From an optimization exercise on the open Yosys and OpenROAD flow, aimed at small area; shortcuts taken in it are not production practice.
Power is estimated from default activity; no workload was simulated.

==> flow/design.v <==
module framer_rx (
    input  wire        clk,
    input  wire        rst,
    input  wire        in_valid,
    input  wire [7:0]  in_byte,
    input  wire        in_exhaust,
    output reg         ev_valid,
    output wire [2:0]  ev,
    output wire [2:0]  st,
    output wire        frm_byte_valid,
    output wire [7:0]  frm_byte,
    output wire [16:0] frm_len,
    output wire [31:0] frm_crc_rx,
    output wire [31:0] frm_crc_calc,
    output wire [2:0]  hdr_version,
    output wire        hdr_packet_type,
    output wire        hdr_sec_hdr_flag,
    output wire [10:0] hdr_apid,
    output wire [1:0]  hdr_seq_flags,
    output wire [13:0] hdr_seq_count,
    output wire [15:0] hdr_data_length,
    output wire [47:0] hdr_timing_info,
    output wire [7:0]  hdr_segment_number,
    output wire [7:0]  hdr_function_code,
    output wire [15:0] hdr_address_code
);
    localparam [2:0] S_IDLE  = 3'd0;
    localparam [2:0] S_SYNC  = 3'd1;
    localparam [2:0] S_PHDR  = 3'd2;
    localparam [2:0] S_SHDR  = 3'd3;
    localparam [2:0] S_DATA  = 3'd4;
    localparam [2:0] S_T1    = 3'd5;
    localparam [2:0] S_T2    = 3'd6;
    localparam [2:0] S_T3    = 3'd7;
    localparam [15:0] N_START = 16'hFFFD;
    reg  [2:0]   s;
    reg  [15:0]  n;           
    reg  [31:0]  crc;         
    reg  [15:0]  last2;       
    reg  [127:0] hdr;         
    reg  [2:0]   e;           
    reg          mm;          
    wire feed   = in_valid;
    wire [7:0] lb = last2[7:0];
    wire [31:0] crc_rx = {n, last2};
    wire [15:0] dlen = hdr[95:80];
    wire in_idle  = (s == S_IDLE);
    wire in_sync  = (s == S_SYNC);
    wire in_phdr  = (s == S_PHDR);
    wire in_shdr  = (s == S_SHDR);
    wire in_data  = (s == S_DATA);
    wire in_trail = s[2] & (s[1] | s[0]);
    wire in_hdr   = in_phdr | in_shdr;
    wire in_frame = s[2] | s[1];
    wire match     = (lb == 8'h55) && (in_byte == 8'hAA);
    wire n_is_2    = n[1] & ~n[0] & ~n[2];    
    wire n_is_12   = n[3] & n[2];             
    wire n_is_dlen = (n == 16'hFFF2);        
    wire short_len = ({lb, in_byte} < 16'd13);
    reg  [7:0] crc_byte;
    always @* begin
        case (s[1:0])
            2'd0: crc_byte = crc[31:24];
            2'd1: crc_byte = crc[23:16];
            2'd2: crc_byte = crc[15:8];
            default: crc_byte = crc[7:0];
        endcase
    end
    wire byte_ne = (in_byte != crc_byte);
    wire [31:0] crc_next;
    wire x0 = crc[0] ^ in_byte[0];
    wire x1 = crc[1] ^ in_byte[1];
    wire x2 = crc[2] ^ in_byte[2];
    wire x3 = crc[3] ^ in_byte[3];
    wire x4 = crc[4] ^ in_byte[4];
    wire x5 = crc[5] ^ in_byte[5];
    wire x6 = crc[6] ^ in_byte[6];
    wire x7 = crc[7] ^ in_byte[7];
    wire p0 = x0 ^ x1;
    wire p1 = x2 ^ x5;
    wire p2 = x3 ^ x6;
    wire p3 = x4 ^ x7;
    wire p4 = p0 ^ x4;
    wire p5 = x5 ^ x6;
    wire p6 = x1 ^ x7;
    wire p7 = x0 ^ x4;
    wire p8 = p1 ^ p2;
    wire p9 = p2 ^ p3;
    wire p10 = p3 ^ x1;
    wire p11 = p10 ^ x3;
    wire p12 = x2 ^ x3;
    wire p13 = p1 ^ p3;
    wire p14 = p0 ^ x7;
    assign crc_next[0] = ~(crc[8] ^ x2);
    assign crc_next[1] = crc[9] ^ x0 ^ x3;
    assign crc_next[2] = ~(crc[10] ^ p4);
    assign crc_next[3] = ~(crc[11] ^ p1 ^ x1);
    assign crc_next[4] = crc[12] ^ p2 ^ x0 ^ x2;
    assign crc_next[5] = crc[13] ^ p11;
    assign crc_next[6] = crc[14] ^ x4 ^ x5;
    assign crc_next[7] = ~(crc[15] ^ p5 ^ x0);
    assign crc_next[8] = ~(crc[16] ^ p6 ^ x6);
    assign crc_next[9] = ~(crc[17] ^ x7);
    assign crc_next[10] = ~(crc[18] ^ x2);
    assign crc_next[11] = ~(crc[19] ^ x3);
    assign crc_next[12] = crc[20] ^ p7;
    assign crc_next[13] = ~(crc[21] ^ p0 ^ x5);
    assign crc_next[14] = ~(crc[22] ^ x1 ^ x2 ^ x6);
    assign crc_next[15] = ~(crc[23] ^ p12 ^ x7);
    assign crc_next[16] = crc[24] ^ p12 ^ p7;
    assign crc_next[17] = ~(crc[25] ^ p4 ^ x3 ^ x5);
    assign crc_next[18] = crc[26] ^ p1 ^ p4 ^ x6;
    assign crc_next[19] = crc[27] ^ p6 ^ p8;
    assign crc_next[20] = crc[28] ^ p9;
    assign crc_next[21] = crc[29] ^ p13;
    assign crc_next[22] = crc[30] ^ p8;
    assign crc_next[23] = crc[31] ^ p9;
    assign crc_next[24] = p13 ^ x0;
    assign crc_next[25] = ~(p0 ^ p8);
    assign crc_next[26] = p0 ^ p9 ^ x2;
    assign crc_next[27] = p11 ^ x5;
    assign crc_next[28] = ~(p5 ^ p7);
    assign crc_next[29] = p14 ^ p5;
    assign crc_next[30] = ~(p14 ^ x6);
    assign crc_next[31] = ~(p6);
    always @(posedge clk) begin
        if (rst) begin
            s              <= S_IDLE;
            ev_valid       <= 1'b0;
        end else begin
            ev_valid       <= in_valid | in_exhaust;
            if (feed) begin
                case (s)
                    S_IDLE:  s <= S_SYNC;
                    S_SYNC:  if (match) s <= S_PHDR;
                    S_PHDR:  if (n_is_2) s <= short_len ? S_IDLE : S_SHDR;
                    S_SHDR:  if (n_is_12) s <= S_DATA;
                    S_DATA:  if (n_is_dlen) s <= S_T1;
                    S_T1:    s <= S_T2;
                    S_T2:    s <= S_T3;
                    default: s <= S_IDLE;
                endcase
            end else if (in_exhaust) begin
                s <= S_IDLE;
            end
        end
    end
    always @(posedge clk) begin
        e[0] <= feed & ((in_sync & ~match) | ((s == S_T3) & (mm | byte_ne)));
        e[1] <= feed & (s == S_T3);
        e[2] <= feed & in_phdr & n_is_2 & short_len;
        if (feed)
            mm <= (mm & in_trail) | byte_ne;
        if (feed)
            last2 <= {last2[7:0], in_byte};
        if (feed & in_hdr)
            hdr <= {hdr[119:0], in_byte};
        if (in_idle | in_sync)
            n <= N_START;
        else if (in_trail)
            begin if (feed) n <= {n[7:0], last2[15:8]}; end
        else if (feed)
            n <= (in_shdr & n_is_12) ? ~hdr[87:72] : n + 16'd1;
        if (in_idle | in_sync)
            crc <= 32'd0;
        else if (feed & (in_hdr | (in_data & ~n_is_dlen)))
            crc <= crc_next;
    end
    assign st           = {s[2], s[1] & ~s[2], s[0] & ~s[2]};
    assign ev           = e;
    assign frm_byte     = lb;
    assign frm_byte_valid = ev_valid & (s[2] | (s[1] & s[0]) |
                                        (s[1] & ~(n[2] & ~n[1] & n[0])) |
                                        e[1] | e[2]);
    assign frm_crc_rx   = crc_rx;
    assign frm_crc_calc = crc;
    assign frm_len      = {1'b0, dlen} + 17'd7;
    assign hdr_version        = hdr[127:125];
    assign hdr_packet_type    = hdr[124];
    assign hdr_sec_hdr_flag   = hdr[123];
    assign hdr_apid           = hdr[122:112];
    assign hdr_seq_flags      = hdr[111:110];
    assign hdr_seq_count      = hdr[109:96];
    assign hdr_data_length    = hdr[95:80];
    assign hdr_timing_info    = hdr[79:32];
    assign hdr_segment_number = hdr[31:24];
    assign hdr_function_code  = hdr[23:16];
    assign hdr_address_code   = hdr[15:0];
endmodule
clock: 5.0 ns
lec_check: 0
cap_margin: 20
core_margin: 2
core_utilization: 65
slew_margin: 20
standard.sh (not shown) runs the stock make flow with config.mk's settings and CLKGATE_MAP_FILE= SYNTH_SCRIPT=/design/flow/synth_recipe.tcl, a recipe that flattens the netlist after the stock synthesis.
==> flow/flow/run.sh <==
#!/bin/bash
# The standard layout (standard.sh), with these changes:
#  - synthesis maps logic with one pass of ABC's &dch/&nf mapping and no
#    buffering or upsizing (flow/synth.tcl, flow/abc_area.script);
#  - after floorplan, combinational cells are swapped to their smallest
#    drive strength (flow/downsize.tcl); later repair upsizes where needed;
#  - ports are buffered with sky130_fd_sc_hd__buf_1 instead of the larger
#    cell buffer_ports picks by default;
#  - CTS uses small clock buffers, clusters of at most 18 sinks, and
#    inserts no dummy loads.
export FLOW_WORK=$PWD
export MY_ABC_SCRIPT=$PWD/flow/abc_area.script
export POST_FLOORPLAN_TCL=$PWD/flow/downsize.tcl
export BUFFER_PORTS_ARGS="-buffer_cell sky130_fd_sc_hd__buf_1"
export CTS_ARGS="-sink_clustering_enable -sink_clustering_size 18 -sink_clustering_max_diameter 60 -repair_clock_nets -dont_use_dummy_load -buf_list {sky130_fd_sc_hd__clkbuf_2 sky130_fd_sc_hd__clkbuf_4 sky130_fd_sc_hd__clkbuf_8}"
sed "s#SYNTH_SCRIPT=[^ ]*#SYNTH_SCRIPT=$PWD/flow/synth.tcl#" standard.sh > flow_standard.sh
grep -q "SYNTH_SCRIPT=$PWD/flow/synth.tcl" flow_standard.sh || { echo "could not set SYNTH_SCRIPT" >&2; exit 1; }
bash flow_standard.sh > standard.log 2>&1
Other scripts of this flow, unchanged in this note and not shown: flow/flow/abc_area.script, flow/flow/downsize.tcl, flow/flow/synth.tcl
Rerun with:
--- a/flow/design.v
+++ b/flow/design.v
@@ -5,11 +5,11 @@
     input  wire [7:0]  in_byte,
     input  wire        in_exhaust,
     output reg         ev_valid,
     output wire [2:0]  ev,
     output wire [2:0]  st,
-    output wire        frm_byte_valid,
+    output reg         frm_byte_valid,
     output wire [7:0]  frm_byte,
     output wire [16:0] frm_len,
     output wire [31:0] frm_crc_rx,
     output wire [31:0] frm_crc_calc,
     output wire [2:0]  hdr_version,
@@ -36,12 +36,11 @@
     reg  [2:0]   s;
     reg  [15:0]  n;           
     reg  [31:0]  crc;         
     reg  [15:0]  last2;       
     reg  [127:0] hdr;         
-    reg  [2:0]   e;           
-    reg          mm;          
+    reg  [1:0]   e;
     wire feed   = in_valid;
     wire [7:0] lb = last2[7:0];
     wire [31:0] crc_rx = {n, last2};
     wire [15:0] dlen = hdr[95:80];
     wire in_idle  = (s == S_IDLE);
@@ -55,20 +54,10 @@
     wire match     = (lb == 8'h55) && (in_byte == 8'hAA);
     wire n_is_2    = n[1] & ~n[0] & ~n[2];    
     wire n_is_12   = n[3] & n[2];             
     wire n_is_dlen = (n == 16'hFFF2);        
     wire short_len = ({lb, in_byte} < 16'd13);
-    reg  [7:0] crc_byte;
-    always @* begin
-        case (s[1:0])
-            2'd0: crc_byte = crc[31:24];
-            2'd1: crc_byte = crc[23:16];
-            2'd2: crc_byte = crc[15:8];
-            default: crc_byte = crc[7:0];
-        endcase
-    end
-    wire byte_ne = (in_byte != crc_byte);
     wire [31:0] crc_next;
     wire x0 = crc[0] ^ in_byte[0];
     wire x1 = crc[1] ^ in_byte[1];
     wire x2 = crc[2] ^ in_byte[2];
     wire x3 = crc[3] ^ in_byte[3];
@@ -125,12 +114,14 @@
     assign crc_next[31] = ~(p6);
     always @(posedge clk) begin
         if (rst) begin
             s              <= S_IDLE;
             ev_valid       <= 1'b0;
+            frm_byte_valid <= 1'b0;
         end else begin
             ev_valid       <= in_valid | in_exhaust;
+            frm_byte_valid <= feed & in_frame;
             if (feed) begin
                 case (s)
                     S_IDLE:  s <= S_SYNC;
                     S_SYNC:  if (match) s <= S_PHDR;
                     S_PHDR:  if (n_is_2) s <= short_len ? S_IDLE : S_SHDR;
@@ -144,15 +135,12 @@
                 s <= S_IDLE;
             end
         end
     end
     always @(posedge clk) begin
-        e[0] <= feed & ((in_sync & ~match) | ((s == S_T3) & (mm | byte_ne)));
-        e[1] <= feed & (s == S_T3);
-        e[2] <= feed & in_phdr & n_is_2 & short_len;
-        if (feed)
-            mm <= (mm & in_trail) | byte_ne;
+        e[0] <= feed & ((in_sync & ~match) | (in_phdr & n_is_2 & short_len));
+        e[1] <= feed & ((s == S_T3) | (in_phdr & n_is_2 & short_len));
         if (feed)
             last2 <= {last2[7:0], in_byte};
         if (feed & in_hdr)
             hdr <= {hdr[119:0], in_byte};
         if (in_idle | in_sync)
@@ -165,15 +153,13 @@
             crc <= 32'd0;
         else if (feed & (in_hdr | (in_data & ~n_is_dlen)))
             crc <= crc_next;
     end
     assign st           = {s[2], s[1] & ~s[2], s[0] & ~s[2]};
-    assign ev           = e;
+    assign ev           = {e[1] & e[0], e[1] & ~e[0],
+                           (e[0] & ~e[1]) | (e[1] & ~e[0] & (crc_rx != crc))};
     assign frm_byte     = lb;
-    assign frm_byte_valid = ev_valid & (s[2] | (s[1] & s[0]) |
-                                        (s[1] & ~(n[2] & ~n[1] & n[0])) |
-                                        e[1] | e[2]);
     assign frm_crc_rx   = crc_rx;
     assign frm_crc_calc = crc;
     assign frm_len      = {1'b0, dlen} + 17'd7;
     assign hdr_version        = hdr[127:125];
     assign hdr_packet_type    = hdr[124];
Outcome: The changed run went through all stages and came out clean; cell count went up by 2.3%; total power went down by 10%; sequential share of layout area went down by 0.88 points; die area went up by 1.0%; first-iteration DRC count went down by 4.5%; clock power went down by about 1%; cell area went up by 0.99%; non-clock buffer count went up by 1; global-route usage went down by 0.31 points; register-to-register slack got worse by 0.49 ns; setup slack improved by 0.0095 ns.
No run of this note included a check of the RTL's function; only the layout flow was run.

-- static timing again, ports no longer ideal --
The results above use ideal ports. As a check the final layouts listed here were re-extracted and re-timed, cells and wires unchanged. Step 1, drivers: a clkbuf_16 drives clk and a buf_2 each remaining input, both assumed. Step 2 moves the port delays by t, midway between the first and last clock arrival at a register: inputs arrive t later, outputs are due t later. That takes back most of the time a late clock gives input paths. a / b / c = ideal / step 1 / step 2; a / b = the first two.
run | t, ns | setup slack, ns | worst data-port slew with drivers (ns) | pins driven straight from the clock port
the first run | 0.497 | 1.304 / 1.265 / 1.762 | 0.03 | 1
the second run | 0.485 | 1.313 / 1.274 / 1.678 | 0.04 | 1
After both steps setup and hold are still met in every run listed.
